From an optimization exercise on the open Yosys and OpenROAD flow, aimed at small area, a short achievable clock period and few clock cycles; shortcuts taken in it are not production practice.
The RTL was checked by simulation tests, not by an equivalence proof against the original design.
Power and IR drop assume default switching activity.

==> design.v <==
module crc16_byte (
    input  wire [15:0] crc_in,
    input  wire [7:0]  data,
    output reg  [15:0] crc_out
);
    integer i;
    always @(*) begin
        crc_out = crc_in ^ {data, 8'h00};
        for (i = 0; i < 8; i = i + 1) begin
            if (crc_out[15])
                crc_out = {crc_out[14:0], 1'b0} ^ 16'h1021;
            else
                crc_out = {crc_out[14:0], 1'b0};
        end
    end
endmodule
module crc32_byte (
    input  wire [31:0] crc_in,
    input  wire [7:0]  data,
    output reg  [31:0] crc_out
);
    integer i;
    always @(*) begin
        crc_out = crc_in ^ {24'h000000, data};
        for (i = 0; i < 8; i = i + 1) begin
            if (crc_out[0])
                crc_out = {1'b0, crc_out[31:1]} ^ 32'hEDB88320;
            else
                crc_out = {1'b0, crc_out[31:1]};
        end
    end
endmodule
module nandio_core (
    input  wire        clk,
    input  wire        rst,
    input  wire        rx_valid,
    input  wire [7:0]  rx_data,
    output wire        rx_ready,
    output wire        tx_valid,
    output wire [7:0]  tx_data,
    output wire        tx_last,
    input  wire        tx_ready,
    output wire        op_valid,
    output wire [3:0]  op_code,
    output wire [31:0] op_arg,
    input  wire        op_ready,
    input  wire [7:0]  op_rdata,
    input  wire [7:0]  dev_id,
    input  wire [31:0] baud,
    input  wire [31:0] free_mem
);
    localparam [15:0] CRC16_SEED = 16'hA281;
    localparam [31:0] CRC32_SEED = 32'hFFFFFFFF;
    localparam [3:0] OP_ENABLE  = 4'd1;
    localparam [3:0] OP_DISABLE = 4'd2;
    localparam [3:0] OP_CMD     = 4'd3;
    localparam [3:0] OP_ALE     = 4'd4;
    localparam [3:0] OP_WRITE   = 4'd5;
    localparam [3:0] OP_DIR_IN  = 4'd6;
    localparam [3:0] OP_READ    = 4'd7;
    localparam [3:0] OP_WAIT    = 4'd8;
    localparam [3:0] OP_SLEEP   = 4'd9;
    localparam [2:0] T_PING    = 3'd0;
    localparam [2:0] T_BOOT    = 3'd1;
    localparam [2:0] T_RESTART = 3'd2;
    localparam [2:0] T_READID  = 3'd3;
    localparam [2:0] T_PAGE    = 3'd4;
    localparam [2:0] T_ERR     = 3'd5;
    localparam [1:0] P_HDR = 2'd0;
    localparam [1:0] P_PAY = 2'd1;
    localparam [1:0] P_TRL = 2'd2;
    localparam [2:0] K_HOLD = 3'd0;
    localparam [2:0] K_C16  = 3'd1;
    localparam [2:0] K_C32  = 3'd2;
    localparam [2:0] K_SH   = 3'd3;
    localparam [2:0] K_I32  = 3'd4;
    localparam [2:0] K_I16  = 3'd5;
    reg        rx_on;        
    reg        rx_rdy;
    reg        rxq_v;
    reg [7:0]  rxq_d;
    reg [3:0]  rcnt;         
    reg        rpay;         
    reg        rcfg;         
    reg        bad;
    reg [1:0]  clo;          
    reg [1:0]  chi;          
    reg        cfg_wait;
    reg [31:0] cfg_size;
    reg [31:0] cfg_delay;
    reg        cfg_pull;
    reg [71:0] p;
    reg [2:0]  an;
    reg [31:0] crc;
    reg        busy;
    reg        tx_run;
    reg [2:0]  ptype;
    reg [1:0]  ecode;
    reg        chain;
    reg [1:0]  tph;
    reg [3:0]  tidx;
    reg        out_v;
    reg [7:0]  out_d;
    reg [2:0]  out_k;
    reg        out_l;
    reg        skid_v;
    reg [7:0]  skid_d;
    reg        op_run;
    reg        oseq;         
    reg [3:0]  ostep;
    reg        op_v;
    reg [3:0]  op_c;
    reg [11:0] op_a;
    reg        op_rd;
    reg        op_sl;
    assign rx_ready = rx_rdy;
    assign tx_valid = out_v;
    assign tx_data  = out_d;
    assign tx_last  = out_l;
    assign op_valid = op_v & ~(op_rd & skid_v);
    assign op_code  = op_c;
    assign op_arg   = {op_sl ? cfg_delay[31:12] : 20'd0, op_a};
    wire rx_fire = rx_valid & rx_rdy;
    wire take    = out_v & tx_ready;
    wire tfree   = ~out_v | tx_ready;
    wire op_fire = op_valid & op_ready;
    wire ofree   = ~op_v | op_fire;
    wire rd_fire = op_fire & op_rd;
    wire [7:0]  eng_d = rxq_v ? rxq_d : out_d;
    wire [15:0] c16n;
    wire [31:0] c32n;
    crc16_byte u_c16 (.crc_in(crc[15:0]), .data(eng_d), .crc_out(c16n));
    crc32_byte u_c32 (.crc_in(crc),       .data(eng_d), .crc_out(c32n));
    reg [31:0] crc_t;
    always @(*) begin
        crc_t = crc;
        if (out_v) begin
            case (out_k)
                K_C16:   crc_t = {crc[31:16], c16n};
                K_C32:   crc_t = c32n;
                K_SH:    crc_t = {8'h00, crc[31:8]};
                K_I32:   crc_t = CRC32_SEED;
                K_I16:   crc_t = {16'h0000, CRC16_SEED};
                default: crc_t = crc;
            endcase
        end
    end
    wire [3:0] k  = rcnt - 4'd1;                   
    wire [3:0] pl = rcfg ? 4'd9 : 4'd6;            
    wire [3:0] seglen = rpay ? (rcfg ? 4'd13 : 4'd10) : 4'd12;
    wire       seg_end = rxq_v && (rcnt == seglen) && !rx_rdy;
    reg [7:0] magic_b;
    always @(*) begin
        case (k[1:0])
            2'd0: magic_b = 8'hDE;
            2'd1: magic_b = 8'hC0;
            2'd2: magic_b = 8'hAD;
            default: magic_b = 8'hDE;
        endcase
    end
    wire crc_b_ok = (rxq_d == crc[7:0]);
    wire hdr_ok   = !bad && crc_b_ok;              
    wire id_ping  = (clo == 2'd0) && (chi == 2'd0);
    wire id_boot  = (clo == 2'd1) && (chi == 2'd0);
    wire id_rst   = (clo == 2'd2) && (chi == 2'd0);
    wire id_rdid  = (clo == 2'd0) && (chi == 2'd1);
    wire id_cfg   = (clo == 2'd1) && (chi == 2'd1);
    wire id_page  = (clo == 2'd2) && (chi == 2'd1);
    wire stream  = (ptype == T_READID) || (ptype == T_PAGE);
    wire rd_done = !op_run && !(op_v && op_rd);
    reg [7:0] hdr_b;
    always @(*) begin
        case (tidx)
            4'd0: hdr_b = 8'hDE;
            4'd1: hdr_b = 8'hC0;
            4'd2: hdr_b = 8'hAD;
            4'd3: hdr_b = 8'hDE;
            4'd4: case (ptype)
                      T_BOOT:    hdr_b = 8'h01;
                      T_RESTART, T_PAGE: hdr_b = 8'h02;
                      T_ERR:     hdr_b = 8'hFF;
                      default:   hdr_b = 8'h00;
                  endcase
            4'd5: case (ptype)
                      T_READID, T_PAGE: hdr_b = 8'h01;
                      T_ERR:     hdr_b = 8'hFF;
                      default:   hdr_b = 8'h00;
                  endcase
            4'd6: case (ptype)
                      T_PING:    hdr_b = 8'h0B;
                      T_READID:  hdr_b = 8'h05;
                      T_PAGE:    hdr_b = cfg_size[7:0];
                      default:   hdr_b = 8'h01;
                  endcase
            4'd7: hdr_b = (ptype == T_PAGE) ? cfg_size[15:8]  : 8'h00;
            4'd8: hdr_b = (ptype == T_PAGE) ? cfg_size[23:16] : 8'h00;
            4'd9: hdr_b = (ptype == T_PAGE) ? cfg_size[31:24] : 8'h00;
            default: hdr_b = crc_t[7:0];
        endcase
    end
    reg [7:0] ping_b;
    always @(*) begin
        case (tidx)
            4'd0:  ping_b = dev_id;
            4'd1:  ping_b = 8'h01;
            4'd2:  ping_b = 8'h00;
            4'd3:  ping_b = baud[7:0];
            4'd4:  ping_b = baud[15:8];
            4'd5:  ping_b = baud[23:16];
            4'd6:  ping_b = baud[31:24];
            4'd7:  ping_b = free_mem[7:0];
            4'd8:  ping_b = free_mem[15:8];
            4'd9:  ping_b = free_mem[23:16];
            default: ping_b = free_mem[31:24];
        endcase
    end
    wire [7:0] one_b = (ptype == T_ERR) ? {6'd0, ecode} : 8'h00;
    reg [3:0]  n_c;
    reg [7:0]  n_a;
    reg        n_sl;
    always @(*) begin
        n_c  = OP_READ;
        n_a  = 8'h00;
        n_sl = 1'b0;
        if (!oseq) begin
            case (ostep)
                4'd0:  n_c = OP_ENABLE;
                4'd1:  begin n_c = OP_CMD; n_a = 8'hFF; end
                4'd2:  begin n_c = OP_WAIT; n_a = 8'hB8; end
                4'd3:  n_c = OP_ENABLE;
                4'd4:  begin n_c = OP_CMD; n_a = 8'h90; end
                4'd5:  begin n_c = OP_ALE; n_a = 8'h01; end
                4'd6:  n_c = OP_WRITE;
                4'd7:  n_c = OP_ALE;
                4'd8:  begin n_c = OP_DIR_IN; n_a = {7'd0, cfg_pull}; end
                4'd14: n_c = OP_DISABLE;
                default: n_c = OP_READ;
            endcase
        end else begin
            case (ostep)
                4'd0:  n_c = OP_ENABLE;
                4'd1:  n_c = OP_CMD;
                4'd2:  begin n_c = OP_ALE; n_a = 8'h01; end
                4'd3:  begin n_c = OP_WRITE; n_a = p[31:24]; end
                4'd4:  n_c = OP_ALE;
                4'd5:  begin
                    if (cfg_delay != 32'd0) begin
                        n_c = OP_SLEEP; n_a = cfg_delay[7:0]; n_sl = 1'b1;
                    end else begin
                        n_c = OP_CMD; n_a = 8'h30;
                    end
                end
                4'd6:  begin n_c = OP_DIR_IN; n_a = {7'd0, cfg_pull}; end
                4'd7:  begin n_c = OP_WAIT; n_a = 8'hB8; end
                4'd8:  n_c = OP_READ;
                default: n_c = OP_DISABLE;
            endcase
        end
    end
    wire [3:0] n_ah = n_sl ? cfg_delay[11:8] : ((n_c == OP_WAIT) ? 4'hB : 4'h0);
    task start_rx;
        input pay;
        input cfg;
        begin
            rx_on  <= 1'b1;
            rx_rdy <= 1'b1;
            rcnt   <= 4'd0;
            rpay   <= pay;
            rcfg   <= cfg;
            bad    <= 1'b0;
            crc    <= pay ? CRC32_SEED : {16'h0000, CRC16_SEED};
        end
    endtask
    task start_tx;
        input [2:0] t;
        input [1:0] e;
        begin
            rx_on  <= 1'b0;
            busy   <= 1'b1;
            tx_run <= 1'b1;
            ptype  <= t;
            ecode  <= e;
            chain  <= (t == T_BOOT) || (t == T_RESTART);
            tph    <= P_HDR;
            tidx   <= 4'd0;
            crc    <= {16'h0000, CRC16_SEED};
        end
    endtask
    always @(posedge clk) begin
        if (rst) begin
            rx_on    <= 1'b1;
            rx_rdy   <= 1'b1;
            rxq_v    <= 1'b0;
            rcnt     <= 4'd0;
            rpay     <= 1'b0;
            rcfg     <= 1'b0;
            bad      <= 1'b0;
            crc      <= {16'h0000, CRC16_SEED};
            cfg_wait <= 1'b0;
            cfg_size <= 32'd0;
            cfg_delay <= 32'd0;
            cfg_pull <= 1'b0;
            busy     <= 1'b0;
            tx_run   <= 1'b0;
            out_v    <= 1'b0;
            skid_v   <= 1'b0;
            op_run   <= 1'b0;
            op_v     <= 1'b0;
        end else begin
            rxq_v <= rx_fire;
            if (rx_fire) begin
                rxq_d <= rx_data;
                rcnt  <= rcnt + 4'd1;
                if (rcnt == seglen - 4'd1)
                    rx_rdy <= 1'b0;
            end
            if (rxq_v && rx_on) begin
                if (!rpay) begin
                    if (k < 4'd4 && rxq_d != magic_b)
                        bad <= 1'b1;
                    if (k == 4'd4)
                        clo <= (rxq_d == 8'h00) ? 2'd0 : (rxq_d == 8'h01) ? 2'd1 :
                               (rxq_d == 8'h02) ? 2'd2 : 2'd3;
                    if (k == 4'd5)
                        chi <= (rxq_d == 8'h00) ? 2'd0 : (rxq_d == 8'h01) ? 2'd1 : 2'd2;
                    if (k < 4'd10)
                        crc[15:0] <= c16n;
                    else begin
                        crc <= {8'h00, crc[31:8]};
                        if (!crc_b_ok) bad <= 1'b1;
                    end
                end else begin
                    if (k < pl) begin
                        p   <= {rxq_d, p[71:8]};
                        crc <= c32n;
                    end else begin
                        crc <= {8'h00, crc[31:8]};
                        if (!crc_b_ok) bad <= 1'b1;
                    end
                end
                if (seg_end) begin
                    if (!rpay) begin
                        if (cfg_wait) begin
                            if (hdr_ok && id_cfg)
                                start_rx(1'b1, 1'b1);
                            else
                                start_rx(1'b0, 1'b0);
                        end else if (!hdr_ok) begin
                            start_tx(T_ERR, 2'd3);
                        end else if (id_ping) begin
                            start_tx(T_PING, 2'd0);
                        end else if (id_boot) begin
                            start_tx(T_BOOT, 2'd2);
                        end else if (id_rst) begin
                            start_tx(T_RESTART, 2'd2);
                        end else if (id_rdid) begin
                            start_tx(T_READID, 2'd0);
                            op_run <= 1'b1;
                            oseq   <= 1'b0;
                            ostep  <= 4'd0;
                        end else if (id_page) begin
                            start_rx(1'b1, 1'b0);
                        end else begin
                            start_tx(T_ERR, 2'd1);
                        end
                    end else begin
                        if (!hdr_ok) begin
                            cfg_wait <= 1'b0;
                            start_tx(T_ERR, 2'd3);
                        end else if (rcfg) begin
                            cfg_size  <= p[31:0];
                            cfg_delay <= p[63:32];
                            cfg_pull  <= (p[71:64] != 8'd0);
                            cfg_wait  <= 1'b0;
                            start_rx(1'b0, 1'b0);
                        end else begin
                            start_tx(T_PAGE, 2'd0);
                            an     <= (p[71:64] > 8'd5) ? 3'd5 : p[66:64];
                            op_run <= (cfg_size != 32'd0);
                            oseq   <= 1'b1;
                            ostep  <= 4'd0;
                        end
                    end
                end
            end
            if (busy && !tx_run && !op_run && !op_v) begin
                busy <= 1'b0;
                if (ptype == T_READID)
                    cfg_wait <= 1'b1;
                start_rx(1'b0, 1'b0);
            end
            if (take && out_k != K_HOLD)
                crc <= crc_t;
            if (rd_fire)
                skid_d <= op_rdata;
            if (tfree) begin
                out_v <= 1'b0;
                if (tx_run) begin
                    out_l <= 1'b0;
                    case (tph)
                        P_HDR: begin
                            out_v <= 1'b1;
                            out_d <= hdr_b;
                            out_k <= (tidx < 4'd10) ? K_C16 : (tidx == 4'd10) ? K_SH : K_I32;
                            tidx  <= tidx + 4'd1;
                            if (tidx == 4'd11) begin
                                tph  <= P_PAY;
                                tidx <= 4'd0;
                            end
                        end
                        P_PAY: begin
                            if (stream) begin
                                if (skid_v) begin
                                    out_v <= 1'b1;
                                    out_d <= skid_d;
                                    out_k <= K_C32;
                                end else if (rd_fire) begin
                                    out_v <= 1'b1;
                                    out_d <= op_rdata;
                                    out_k <= K_C32;
                                end else if (rd_done) begin
                                    out_v <= 1'b1;
                                    out_d <= crc_t[7:0];
                                    out_k <= K_SH;
                                    tph   <= P_TRL;
                                    tidx  <= 4'd1;
                                end
                            end else begin
                                out_v <= 1'b1;
                                out_d <= (ptype == T_PING) ? ping_b : one_b;
                                out_k <= K_C32;
                                tidx  <= tidx + 4'd1;
                                if (ptype != T_PING || tidx == 4'd10) begin
                                    tph  <= P_TRL;
                                    tidx <= 4'd0;
                                end
                            end
                        end
                        default: begin
                            out_v <= 1'b1;
                            out_d <= crc_t[7:0];
                            out_k <= K_SH;
                            tidx  <= tidx + 4'd1;
                            if (tidx == 4'd3) begin
                                out_l <= 1'b1;
                                out_k <= chain ? K_I16 : K_HOLD;
                                if (chain) begin
                                    ptype <= T_ERR;
                                    chain <= 1'b0;
                                    tph   <= P_HDR;
                                    tidx  <= 4'd0;
                                end else begin
                                    tx_run <= 1'b0;
                                end
                            end
                        end
                    endcase
                end
            end
            if (rd_fire && !(tfree && tx_run && tph == P_PAY && stream && !skid_v))
                skid_v <= 1'b1;
            else if (tfree && tx_run && tph == P_PAY && stream && skid_v)
                skid_v <= 1'b0;
            if (ofree) begin
                op_v <= 1'b0;
                if (op_run) begin
                    op_v  <= 1'b1;
                    op_c  <= n_c;
                    op_a  <= {n_ah, n_a};
                    op_rd <= (n_c == OP_READ);
                    op_sl <= n_sl;
                    ostep <= ostep + 4'd1;
                    if (!oseq) begin
                        if (ostep == 4'd14)
                            op_run <= 1'b0;
                    end else begin
                        case (ostep)
                            4'd2: if (an == 3'd0) ostep <= 4'd4;
                            4'd3: begin
                                p  <= {8'h00, p[71:8]};
                                an <= an - 3'd1;
                                if (an != 3'd1) ostep <= 4'd3;
                            end
                            4'd7: p[31:0] <= cfg_size;
                            4'd8: begin
                                p[31:0] <= p[31:0] - 32'd1;
                                if (p[31:0] != 32'd1) ostep <= 4'd8;
                            end
                            4'd9: op_run <= 1'b0;
                            default: ;
                        endcase
                    end
                end
            end
        end
    end
endmodule
==> run.sh <==
#!/bin/bash
# synth_recipe.tcl (not shown) runs the flow's synth.tcl, then flattens the netlist and writes it again
# the make line also repeats each setting of config.mk as NAME=value (left out here)
make -C /OpenROAD-flow-scripts/flow DESIGN_CONFIG=/design/flow/config.mk WORK_HOME=/design/flow/orfs CLKGATE_MAP_FILE= SYNTH_SCRIPT=/design/flow/synth_recipe.tcl finish
==> config.mk <==
export PLATFORM = sky130hd
export DESIGN_NAME = nandio_core
export DESIGN_NICKNAME = nandio_core
export VERILOG_FILES = /design/flow/design.v
export SDC_FILE = /design/flow/constraint.sdc
export NUM_CORES = 4
export LEC_CHECK = 0
export CAP_MARGIN = 20
export CORE_MARGIN = 2
export CORE_UTILIZATION = 40
export SLEW_MARGIN = 20
==> constraint.sdc <==
create_clock -name core_clock -period 10.0 [get_ports {clk}]
set_input_delay 2.0000 -clock core_clock [delete_from_list [all_inputs] [get_ports {clk}]]
set_output_delay 2.0000 -clock core_clock [all_outputs]
set_load 0.01 [all_outputs]
==> notes.md <==
==> stage by stage <==
stage	std cells	util	cell area, um2	power (uW)	hold slack (ns)
6_report	2694	0.469	20300	2890	0.468
5_1_grt	2694	0.469	20300	2990	0.488
4_1_cts	2694	0.469	20300	2900	0.468
3_5_place_dp	2637	0.445	19300	1740	0.456
3_3_place_gp	2637	0.445	19300	1740	0.457
2_1_floorplan	2064	-	17600	1580	0.432
==> worst max-delay path, cell delays in order (launching register included) <==
cell	delay [ns]
dfxtp_1	0.54
inv_1	0.22
ha_1	0.42
inv_1	0.08
ha_1	0.26
a21bo_2	0.22
a211oi_2	0.80
or2_2	0.62
nor2_2	0.05
buf_4	0.30
nor2_2	0.13
buf_4	0.37
mux2_2	0.39
==> metal layers <==
| layer | up-vias | track usage | part of all wire |
|---|---|---|---|
| li1 | 7656 | - | - |
| met1 | 7967 | 0.361 | 0.44 |
| met2 | 705 | 0.416 | 0.46 |
| met3 | 92 | 0.0332 | 0.074 |
| met4 | 0 | 0.0747 | 0.025 |
| met5 | - | 0 | 0 |
==> power breakdown <==
group | internal (uW) | leakage (uW) | total (uW) | switching (uW)
combinational | 233 | 0.00416 | 513 | 280
sequential | 1150 | 0.00227 | 1220 | 71.3
clock | 697 | 0.000513 | 1160 | 461
==> Yosys cell counts (22+ instances only) <==
library cell / n / area, um2
a21oi_1: 191 / 956
a222oi_1: 27 / 270
a22oi_1: 42 / 315
and2_1: 41 / 257
and3_1: 33 / 206
clkbuf_1: 141 / 529
dfxtp_1: 114 / 2280
edfxtp_1: 142 / 4260
ha_1: 22 / 275
inv_1: 36 / 135
mux2_2: 33 / 372
nand2_1: 307 / 1150
nand3_1: 35 / 175
nor2_1: 147 / 552
nor3_1: 58 / 290
nor4_1: 37 / 231
o21ai_0: 90 / 450
o22ai_1: 22 / 138
xnor2_1: 71 / 622
xor2_1: 49 / 429
==> cells by family after synthesis <==
family | after synthesis | share of synthesized area
xor+xnor | 146 | 0.0918
mux | 59 | 0.0401
fa+ha+maj | 23 | 0.0162
simple gates | 772 | 0.210
flops | 256 | 0.372
buf+inv | 218 | 0.0491
compound gates | 590 | 0.221
==> worst paths after layout <==
path | depth (start not counted) | slack (ns) | endpoint | startpoint
hold reg to reg | 2 | 0.47 | cfg_delay[30] | cfg_delay[30]
setup / recovery | 12 | 5.31 | p[49] | rcnt[0]
setup reg to reg | 12 | 5.31 | p[49] | rcnt[0]
hold / removal | 2 | 0.47 | cfg_delay[30] | cfg_delay[30]
==> final cells by class <==
class,instances,area [um2],area share
Multi-Input combinational cell,1590,10200,0.504
Clock buffer,48,942,0.0464
Clock inverter,9,109,0.00536
Tap cell,585,732,0.0360
Timing Repair Buffer,167,1600,0.0789
Inverter,39,149,0.00733
Sequential cell,256,6550,0.322
==> state kept, by name, indices dropped and copies added, names as in the netlist, 8 cells and up <==
| register | flops |
|---|---|
| out_d | 8 |
| p | 72 |
| cfg_size | 32 |
| cfg_delay | 32 |
| skid_d | 8 |
| rxq_d | 8 |
| crc | 32 |
| op_a | 12 |
==> summary.md <==
| Metric | Value |
|---|---|
| Outcome | complete, no violations |
| Vias | 16400 |
| Worst-skew pair later-pin latency | around 0.58 ns |
| First-pass iteration count of the detailed router | 7 |
| Setup-failing EPs final | 0 |
| Syn Nets | about 2200 |
| Initial antenna violation count | 0 |
| Post-CTS setup buffers | 0 |
| Max_slew headroom | 0.321 |
| Place WS | 4.96 ns |
| Final WL | 59.9 mm |
| Fill count | around 4200 |
| Final antenna-violating net count | 0 |
| CP max FO | 39 |
| Tmin final | 4.69 ns |
| Die height | about 210 um |
| Residual DRC | 0 |
| Die ar. | between 0.04 and 0.05 mm2 |
| Drt initial violations | 2071 |
| Area Overhead vs Synth | 15.3% |
| Setup CP Type | reg -> reg |
| I/O Buffers | 140 |
| Achievable clock frequency | between 0.2 and 0.25 GHz |
| First-pass GRT wire length | 91.8 mm |
| Mapped Cells | around 2100 |
| Leakage | around 0.0069 uW |
| Most frequent cells in the layout | nand2_1, a21oi_1, nor2_1, edfxtp_1, clkdlybuf4s50_1 |
| DR vias/cell | a little over 6 |
| Worst Clk Skew | roughly 0.023 ns |
| Number of synthesized flops with an enable pin | 142 |
| WP data arrival | 5.00 ns |
| Maximum vdd ir drop | 0.130 mV |
| Vias in the first global route | 15200 |
| Post-synthesis cell type count | 95 |
| Most common cell after layout, fill and taps aside | nand2_1 |
| Sequential element share of the synthesized area | 0.372 |
| Asr flop ratio synth | 0 |
| H-tree depth | 1 |
| Clk buf depth | 3 |
| Warnings, synthesis | 3 |
| Routed wire per std cell | 22.2 um |
| Clk sinks | 256 |
| Width of the die | 214 um |
| Syn_area_per_cell | between 8 and 9 um2 |
| Hold Buf Count CTS | 0 |
| Hold Crit Class | reg -> reg |
| Top FF cell, synth | edfxtp_1 |
| Final hold violation count | 0 |
| Detailed placer's ending HPWL | 42.0 mm |
| CTS root buf | clkbuf_16 |
| CP startpoint kind | flip-flop |
| Pwr/cell area | 142 mW/mm2 |
| Total gr overflow | 0 |
| Placer Congestion | 0.951 |
| Setup crit end kind | flip-flop |
| Starting density of the core | 0.407 |
| Resized cells post-CTS | 0 |
| Post-route setup slack | 5.31 ns |
| Tcrit/Tclk final | 0.469 |
| Core ar. | roughly 0.043 mm2 |
| CTS tree | built |
| Synthesized area | between 0.015 and 0.02 mm2 |
| Synthesized flop and latch total | ~260 |
| Post-route setup TNS | 0 ns |
| CP Data Required Time | 10.31 ns |
| Total global-route track usage | 0.258 |
| Num rows | 76 |
| Slew Viols, Final | 0 |
| Unrepaired setup endpoints after global routing | no |
| Largest net degree at the start of global routing | 80 |
| Max-cap violations | 0 |
| CTS Buf Count | 31 |
| # nets final | 2200 |
| Share of cells above drive strength 1 | 0.0778 |
| Worst slew pin tran | 1.02 ns |
| Clk slew on worst S/H paths | 0.06 ns |
| Ant. Diodes | 0 |
| I/O pins | 141 |
Testbench counts, summed over its fixed seeds: cycles 95,848.

static timing again, ports no longer ideal:
In the flow no input, the clock included, has a driving cell. The finished layout below was timed again as built, in two steps. Step 1 (the two cells are an assumption about what drives the block):
set clk [get_ports {clk}]
set_driving_cell -lib_cell sky130_fd_sc_hd__clkbuf_16 $clk
set_driving_cell -lib_cell sky130_fd_sc_hd__buf_2 [delete_from_list [all_inputs] $clk]
Step 2 moves the port delays by t, midway between the first and last clock arrival at a register: inputs arrive t later, outputs are due t later. That takes back most of the time a late clock gives input paths. a / b / c = ideal ports / drivers / drivers and shift; a / b = the first two.
t, ns: 0.627
setup WS [ns]: 5.307 / 5.307 / 4.867
hold slack, ns: 0.468 / 0.468 / 0.468
worst setup path at the end: input to register
After both steps this run still meets setup and hold. The setup slack of this run moves by 0.000 ns with the drivers and by -0.440 ns with both steps.
